This design comes from an exercise in tuning for small area, a short achievable clock period and few clock cycles per item on the open sky130 flow, not from production work. At most, simulation tests tie the RTL to the original design; equivalence was not proved.

## pfs_softdec
module pfs_softdec (
  input  wire        clk,
  input  wire        rst,
  input  wire        cmd_valid,
  output wire        cmd_ready,
  input  wire [15:0] cmd_len,
  input  wire [2:0]  cmd_ed,
  input  wire [1:0]  cmd_inner,
  input  wire [1:0]  cmd_outer,
  input  wire        in_valid,
  output wire        in_ready,
  input  wire [7:0]  in_data,
  output reg         out_valid,
  input  wire        out_ready,
  output reg  [7:0]  out_data,
  output reg         res_valid,
  output reg         res_ok
);
Size in the first run: ~1700 cells after synthesis, ~270 flip-flops, about 17000 sq um of cells after synthesis.
Settings: LEC_CHECK=0, CAP_MARGIN=20, CORE_MARGIN=2, CORE_UTILIZATION=40, SLEW_MARGIN=20; clock period 14.0 ns.
standard.sh (not shown) runs the stock make flow with config.mk's settings and CLKGATE_MAP_FILE= SYNTH_SCRIPT=/design/flow/synth_recipe.tcl, a recipe that flattens the netlist after the stock synthesis.
==> flow/flow/run.sh <==
#!/bin/bash
set -o pipefail
export BUFFER_PORTS_ARGS="-buffer_cell sky130_fd_sc_hd__buf_2"
export SETUP_SLACK_MARGIN=10
bash standard.sh > standard.log 2>&1
The first run finished with timing, DRC and antenna clean.
Edit:
==> flow/flow/run.sh (replaced) <==
#!/bin/bash
set -o pipefail
export BUFFER_PORTS_ARGS="-buffer_cell sky130_fd_sc_hd__buf_2"
bash standard.sh > standard.log 2>&1
After rerunning: First-iteration DRC count increases by a little under a tenth. Die area is unchanged. Global-route usage increases by 0.27 points. Final area hardly moves. Maximum frequency shrinks by roughly a tenth. Worst setup slack degrades by 0.45 ns.
No functional check of the RTL was part of any run of this note.

========
## 07-28
pfs_softdec, a different RTL version from the one above (not shown whole).
Size in the first run: roughly 1500 cells after synthesis, ~49 I/O pins, about 16000 sq um of cells after synthesis.
make LEC_CHECK=0 CAP_MARGIN=20 CORE_MARGIN=2 CORE_UTILIZATION=40 SLEW_MARGIN=20 finish   # period 14.0 ns
run.sh (not shown) runs the stock make flow with config.mk's settings and CLKGATE_MAP_FILE= SYNTH_SCRIPT=/design/flow/synth_recipe.tcl, a recipe that flattens the netlist after the stock synthesis.
Stock flow here: none of the scripts above is used.
Testbench counts of 07-28, summed over its fixed seeds: cycles 79,864, items 4,540.
Here is what was changed in the inputs of 03-27 compared with 07-28.
Settings: changing SLEW_MARGIN from 20 to 70; changing CAP_MARGIN from 20 to 70.
## What came out
- The flow did not stop early for 03-27: all stages ran, and the layout cleared the timing, design-rule and antenna checks.
- 03-27 against 07-28: post-layout utilization of the core saw an increase, stage delay of the slowest cell on the critical path saw a decrease.
- Fraction of the cycle the final worst path needs was lower in the run labelled 03-27.
- Final period demand of the worst path ended up 240 ps lower on 03-27 than on 07-28.
- 03-27 vs. 07-28: depth of the critical timing path with buffers and inverters included increased by 4 relative to the old numbers, count of placed standard cells in the final layout, fillers left out now sits higher.

========
## oak
Another version of the RTL of pfs_softdec (not shown whole).
For scale: about 1500 cells after synthesis, about 320 flip-flops, about 16000 µm² of cells after synthesis.
export LEC_CHECK = 0
export CAP_MARGIN = 20
export CORE_MARGIN = 2
export CORE_UTILIZATION = 40
export CTS_CLUSTER_DIAMETER = 100
export CTS_CLUSTER_SIZE = 30
export SLEW_MARGIN = 20
create_clock -name core_clock -period 14.0 [get_ports {clk}]
standard.sh (not shown) runs the stock make flow with config.mk's settings and CLKGATE_MAP_FILE= SYNTH_SCRIPT=/design/flow/synth_recipe.tcl, a recipe that flattens the netlist after the stock synthesis.
==> flow/flow/run.sh <==
#!/bin/bash
# The standard layout (standard.sh, same synthesis, floorplan, power
# grid, placement, CTS and routing) with two changes in how it is made:
#  - the port buffers that buffer_ports inserts on every input and output
#    use buf_2 instead of the default cell;
#  - repair_timing aims for 10 ns of setup slack at the design's 14 ns
#    clock (the SDC and clock are unchanged).
set -o pipefail
export BUFFER_PORTS_ARGS="-buffer_cell sky130_fd_sc_hd__buf_2"
export SETUP_SLACK_MARGIN=10
bash standard.sh > standard.log 2>&1
oak went all the way through synthesis, placement and routing and the layout is clean on timing, DRC and antenna.
Testbench counts of oak, summed over its fixed seeds: cycles 80,756, items 4,540.
diff inputs: oak => pine
# oak
export LEC_CHECK = 0
export CAP_MARGIN = 20
export CORE_MARGIN = 2
export CORE_UTILIZATION = 40
export CTS_CLUSTER_DIAMETER = 100
export CTS_CLUSTER_SIZE = 30
export SLEW_MARGIN = 20
create_clock -name core_clock -period 14.0 [get_ports {clk}]
# pine
export LEC_CHECK = 0
export CAP_MARGIN = 20
export CORE_MARGIN = 2
export CORE_UTILIZATION = 40
export SLEW_MARGIN = 20
create_clock -name core_clock -period 14.0 [get_ports {clk}]
## What came out
- There was hardly any difference in multiplexer share of the synthesized area between oak and pine.
- Growth of design area from synthesis to finish: pine vs oak up 5.1 points
- Between oak and pine, the flow reports area of all placed cells without fillers increasing by a few percent.
- Comparing global-route usage for oak and pine, the smaller number came from oak.
- Changes observed in pine relative to oak: share of cell area taken by flip-flops and latches now smaller.
- pine against oak: post-detailed-routing wire length now sits higher; worst setup slack now sits higher.
- Compared to oak, pine has worst hold slack 8.3 ps lower.
--- input diff pine..birch ---
# pine
export LEC_CHECK = 0
export CAP_MARGIN = 20
export CORE_MARGIN = 2
export CORE_UTILIZATION = 40
export SLEW_MARGIN = 20
create_clock -name core_clock -period 14.0 [get_ports {clk}]
# birch
export LEC_CHECK = 0
export CAP_MARGIN = 20
export CORE_MARGIN = 2
export CORE_UTILIZATION = 40
export CTS_CLUSTER_DIAMETER = 100
export CTS_CLUSTER_SIZE = 22
export SLEW_MARGIN = 20
create_clock -name core_clock -period 14.0 [get_ports {clk}]
Notes after the runs:
- Multi-input gate share of the layout cell area up 1.9 points in birch wrt pine
- Reported for birch and pine, area share of and/or/nand/nor cells after synthesis turned out identical to the last digit.
- The run showing the greater clock transition at the registers of the reported paths is birch.
- birch has relative max-transition margin below what pine had.
- Comparing the two runs side by side, birch comes out behind pine on shortest period the worst path allows.
- Routed wire length delta (birch − pine): favourable
- Relative to pine, synthesis-to-layout area growth decreased by 4.7 points in birch.
- Re remaining design rule violation count: no difference whatsoever between pine and birch.
- Compared with pine, birch ends up with less cell area.

-- static timing again, ports no longer ideal --
No port has a modelled driver above. Below, the same layouts with a new extraction and two added sets of constraints.
Step 1, drivers: a clkbuf_16 drives clk and a buf_2 each remaining input, both assumed.
Step 2 adds t to the input delays and takes it off the output delays; t is the mean of the earliest and latest rising clock arrival at the registers after step 1. Input paths then give back, and output paths get back, about the clock's delay inside the block.
Three values: ideal, step 1, step 2; two values: the first two.
run | shift t [ns] | setup WS [ns] | worst slew at a driven data input, ns | pins driven straight from the clock port
the first run of note 1 | 0.619 | 10.002 / 9.952 / 9.665 | 0.03 | 1
the second run of note 1 | 0.565 | 9.555 / 9.505 / 9.432 | 0.04 | 1
07-28 | 0.607 | 7.542 / 7.542 / 7.542 | 0.06 | 1
03-27 | 0.605 | 7.784 / 7.784 / 7.784 | 0.07 | 1
oak | 0.569 | 10.054 / 9.999 / 9.612 | 0.05 | 1
pine | 0.585 | 10.074 / 10.024 / 9.600 | 0.05 | 1
birch | 0.588 | 10.069 / 10.012 / 9.594 | 0.05 | 1
After both steps setup and hold are still met in every run listed. For birch, which loses most, drivers alone change the setup slack by -0.057 ns; drivers and shift together by -0.475 ns.
